Background: an optimization exercise with open tools, aiming at small area and few clock cycles. Do not read the settings as production practice. At most, simulation tests tie the RTL to the original design; equivalence was not proved. Power and IR drop assume default switching activity.

Setup of 04-04:
## snpe
module snpe (
    input  wire        clk,
    input  wire        rst,
    input  wire        cmd_valid,
    output wire        cmd_ready,
    input  wire [7:0]  cmd_data,
    input  wire        cmd_last,
    output wire        rsp_valid,
    input  wire        rsp_ready,
    output wire [7:0]  rsp_data,
    output wire        rsp_last,
    input  wire [31:0] now,
    input  wire [15:0] rnd
);
For scale: roughly 72 I/O pins, about 0.017 mm² of cells after synthesis.
export LEC_CHECK = 0
export CAP_MARGIN = 20
export CORE_MARGIN = 2
export CORE_UTILIZATION = 60
export SLEW_MARGIN = 20
create_clock -name core_clock -period 10.0 [get_ports {clk}]
standard.sh (not shown) runs the stock make flow with config.mk's settings and CLKGATE_MAP_FILE= SYNTH_SCRIPT=/design/flow/synth_recipe.tcl, a recipe that flattens the netlist after the stock synthesis.
==> flow/flow/run.sh <==
#!/bin/bash
# Layout: the standard flow (standard.sh, unchanged synthesis), with two
# changes to how the layout is made:
#  - each port gets a small buffer (buf_1) rather than the one buffer_ports
#    picks by default (a 10 um2 delay buffer);
#  - clock tree synthesis clusters up to 10 sinks per clkbuf_4 and does not
#    add dummy loads for balancing.
# Each tool's full output is in orfs/logs/... (per ORFS step) and standard.log.
set -euo pipefail
export BUFFER_PORTS_ARGS="-buffer_cell sky130_fd_sc_hd__buf_1"
export CTS_ARGS="-sink_clustering_enable -repair_clock_nets -buf_list sky130_fd_sc_hd__clkbuf_4 -sink_clustering_size 10 -sink_clustering_max_diameter 50 -dont_use_dummy_load"
bash standard.sh > standard.log 2>&1
04-04 completed every stage of the flow, and the final layout passed the timing, DRC and antenna checks.
Testbench counts of 04-04, summed over its fixed seeds: cycles 39,979.
The inputs of 07-05 differ from those of 04-04 as listed below.
==> flow/flow/run.sh <==
#!/bin/bash
# Layout: the standard flow (standard.sh, unchanged synthesis), with two
# changes to how the layout is made:
#  - each port gets a small buffer (buf_2) rather than the one buffer_ports
#    picks by default (a 10 um2 delay buffer);
#  - clock tree synthesis clusters up to 16 sinks per clkbuf_8 and does not
#    add dummy loads for balancing.
# Each tool's full output is in orfs/logs/... (per ORFS step) and standard.log.
set -euo pipefail
export BUFFER_PORTS_ARGS="-buffer_cell sky130_fd_sc_hd__buf_2"
export CTS_ARGS="-sink_clustering_enable -repair_clock_nets -buf_list sky130_fd_sc_hd__clkbuf_8 -sink_clustering_size 16 -sink_clustering_max_diameter 60 -dont_use_dummy_load"
bash standard.sh > standard.log 2>&1
==> run notes <==
Global-route usage over all layers: 07-05 vs 04-04, no meaningful difference. Wire length the detailed router placed on met1: 07-05 vs 04-04 up about 1.3%. Compared with 04-04, 07-05 shows a lower time the final worst path needs with I/O delays and setup. Sort 04-04 and 07-05 by number of vias in the routed layout desc -> top: 04-04. On wire length, 04-04 and 07-05 are neck and neck. Via count of the first global-routing pass in 07-05 is 180 below 04-04. 07-05 vs 04-04 — via density per instance dropped slightly. Of 04-04 and 07-05, the higher critical path depth belongs to 07-05. Delta(worst IR drop on VDD, 07-05 - 04-04) > 0.

---

Another version of the RTL of snpe (not shown whole).
Size in the first run: ~1800 cells after synthesis, about 72 I/O pins, roughly 21000 um2 of cells after synthesis.
Settings: LEC_CHECK=0, CAP_MARGIN=20, CORE_MARGIN=2, CORE_UTILIZATION=40, CTS_BUF_LIST=sky130_fd_sc_hd__clkbuf_4 sky130_fd_sc_hd__clkbuf_8, SLEW_MARGIN=20; clock period 10.0 ns.
run.sh (not shown) runs the stock make flow with config.mk's settings and CLKGATE_MAP_FILE= SYNTH_SCRIPT=/design/flow/synth_recipe.tcl, a recipe that flattens the netlist after the stock synthesis.
Stock flow here: none of the scripts above is used.
The starting point completed with no timing, DRC or antenna violations.
Rerun with:
--- a/flow/config.mk
+++ b/flow/config.mk
@@ -10,3 +10,4 @@
 export CORE_UTILIZATION = 40
 export CTS_BUF_LIST = sky130_fd_sc_hd__clkbuf_4 sky130_fd_sc_hd__clkbuf_8
+export GPL_TIMING_DRIVEN = 0
 export SLEW_MARGIN = 20
Outcome:
- The changed run finished but failed the layout checks on setup timing
- clock power stays flat
- flip-flop and latch count is unchanged
- clock skew drops by 0.0081 ns
- worst hold slack improves by 0.0062 ns
- utilization increases by 1.1 points
- cell count is higher by 2.8%
Function was not checked in any run of this note: the RTL went through the layout flow alone.

---

snpe, a different RTL version from the one above (not shown whole).
Size in the first run: roughly 400 flip-flops, ~72 I/O pins, roughly 19000 um2 of cells after synthesis.
// snpe
module snpe (
    input  wire        clk,
    input  wire        rst,
    input  wire        cmd_valid,
    output wire        cmd_ready,
    input  wire [7:0]  cmd_data,
    input  wire        cmd_last,
    output wire        rsp_valid,
    input  wire        rsp_ready,
    output wire [7:0]  rsp_data,
    output wire        rsp_last,
    input  wire [31:0] now,
    input  wire [15:0] rnd
);
clock: 10.0 ns
lec_check: 0
cap_margin: 20
core_margin: 2
core_utilization: 40
slew_margin: 20
The baseline finished clean.
Testbench counts at the start, summed over its fixed seeds: cycles 39,449.
Then changed:
==> flow/flow/run.sh (new file) <==
#!/bin/bash
# Layout: the standard flow (standard.sh, unchanged synthesis), with two
# changes to how the layout is made:
#  - each port gets a small buffer (buf_2) rather than the one buffer_ports
#    picks by default (a 10 um2 delay buffer);
#  - clock tree synthesis clusters up to 16 sinks per clkbuf_8 and does not
#    add dummy loads for balancing.
# Each tool's full output is in orfs/logs/... (per ORFS step) and standard.log.
set -euo pipefail
export BUFFER_PORTS_ARGS="-buffer_cell sky130_fd_sc_hd__buf_2"
export CTS_ARGS="-sink_clustering_enable -repair_clock_nets -buf_list sky130_fd_sc_hd__clkbuf_8 -sink_clustering_size 16 -sink_clustering_max_diameter 60 -dont_use_dummy_load"
bash standard.sh > standard.log 2>&1
==> flow/standard.sh (new file) <==
#!/bin/bash
# synth_recipe.tcl (not shown) runs the flow's synth.tcl, then flattens the netlist and writes it again
# the make line also repeats each setting of config.mk as NAME=value (left out here)
make -C /OpenROAD-flow-scripts/flow DESIGN_CONFIG=/design/flow/config.mk WORK_HOME=/design/flow/orfs CLKGATE_MAP_FILE= SYNTH_SCRIPT=/design/flow/synth_recipe.tcl "${@:-finish}"
- CORE_UTILIZATION: 40 -> 60
removed: flow/run.sh
- clock power is lower by 47%
- routed wire length is lower by 6.2%
- global-route usage is higher by 11 points
- setup slack gets worse by 0.16 ns
- area after synthesis stays the same
- cell count is lower by 10%
- worst hold slack gets worse by 0.040 ns
- register-to-register slack gets better by 0.07 ns
Then changed:
==> flow/run.sh (new file) <==
#!/bin/bash
# synth_recipe.tcl (not shown) runs the flow's synth.tcl, then flattens the netlist and writes it again
# the make line also repeats each setting of config.mk as NAME=value (left out here)
make -C /OpenROAD-flow-scripts/flow DESIGN_CONFIG=/design/flow/config.mk WORK_HOME=/design/flow/orfs CLKGATE_MAP_FILE= SYNTH_SCRIPT=/design/flow/synth_recipe.tcl finish
- CORE_UTILIZATION: 60 -> 40
- CTS_BUF_LIST: default -> sky130_fd_sc_hd__clkbuf_8
- CTS_CLUSTER_DIAMETER: default -> 60
- CTS_CLUSTER_SIZE: default -> 16
removed: flow/flow/run.sh
removed: flow/standard.sh
After rerunning:
- The changed run went through all stages and came out clean
- cell area goes up by 5.4%
- register-to-register slack got worse by 0.14 ns
- setup slack improved by 0.16 ns
- count of clock-buffer cells in the layout goes up by 5
- utilization goes down by 19 points
Then changed:
==> flow/flow/run.sh (new file) <==
#!/bin/bash
# Layout: the standard flow (standard.sh, unchanged synthesis), with two
# changes to how the layout is made:
#  - each port gets a small buffer (buf_2) rather than the one buffer_ports
#    picks by default (a 10 um2 delay buffer);
#  - clock tree synthesis clusters up to 16 sinks per clkbuf_8 and does not
#    add dummy loads for balancing.
# Each tool's full output is in orfs/logs/... (per ORFS step) and standard.log.
set -euo pipefail
export BUFFER_PORTS_ARGS="-buffer_cell sky130_fd_sc_hd__buf_2"
export CTS_ARGS="-sink_clustering_enable -repair_clock_nets -buf_list sky130_fd_sc_hd__clkbuf_8 -sink_clustering_size 16 -sink_clustering_max_diameter 60 -dont_use_dummy_load"
bash standard.sh > standard.log 2>&1
==> flow/standard.sh (new file) <==
#!/bin/bash
# synth_recipe.tcl (not shown) runs the flow's synth.tcl, then flattens the netlist and writes it again
# the make line also repeats each setting of config.mk as NAME=value (left out here)
make -C /OpenROAD-flow-scripts/flow DESIGN_CONFIG=/design/flow/config.mk WORK_HOME=/design/flow/orfs CLKGATE_MAP_FILE= SYNTH_SCRIPT=/design/flow/synth_recipe.tcl "${@:-finish}"
- CTS_BUF_LIST: sky130_fd_sc_hd__clkbuf_8 -> default
- CTS_CLUSTER_DIAMETER: 60 -> default
- CTS_CLUSTER_SIZE: 16 -> default
removed: flow/run.sh
Outcome: Routed wire length goes down by 1.1%. Non-clock buffer count goes down by 14. Power goes down by 6.2%. Global-route usage goes down by 0.18 points. Clock skew goes up by 0.071 ns.

what the ideal ports hide:
No port has a modelled driver above. Below, the same layouts with a new extraction and two added sets of constraints.
Step 1 assumes that a clkbuf_16 drives the clock port and a buf_2 every other input.
Step 2 moves the port delays by t, midway between the first and last clock arrival at a register: inputs arrive t later, outputs are due t later. That takes back most of the time a late clock gives input paths.
Slacks: no drivers / after step 1 / after step 2; pairs: no drivers / after step 1.
| run | t (ns) | setup slack, ns | latest minus earliest clock arrival (ns) | worst slew at a driven data input, ns |
|---|---|---|---|---|
| 04-04 | 0.714 | 0.243 / 0.206 / 0.206 | 0.087 / 0.087 | 0.04 |
| 07-05 | 0.573 | 0.274 / 0.223 / 0.223 | 0.082 / 0.082 | 0.05 |
| the first run of note 2 | 0.709 | 0.157 / 0.107 / 0.136 | 0.051 / 0.052 | 0.11 |
| the second run of note 2 | 0.718 | -0.176 / -0.228 / -0.178 | 0.043 / 0.043 | 0.05 |
| the first run of note 3 | 0.635 | 0.289 / 0.267 / 0.267 | 0.037 / 0.036 | 0.04 |
| the second run of note 3 | 0.589 | 0.130 / 0.100 / 0.100 | 0.115 / 0.116 | 0.04 |
| the third run of note 3 | 0.688 | 0.290 / 0.268 / 0.268 | 0.057 / 0.058 | 0.04 |
| the fourth run of note 3 | 0.633 | 0.118 / 0.080 / 0.080 | 0.129 / 0.128 | 0.04 |
The setup slack of 07-05, which loses most, moves by -0.051 ns with the drivers and by -0.051 ns with both steps.
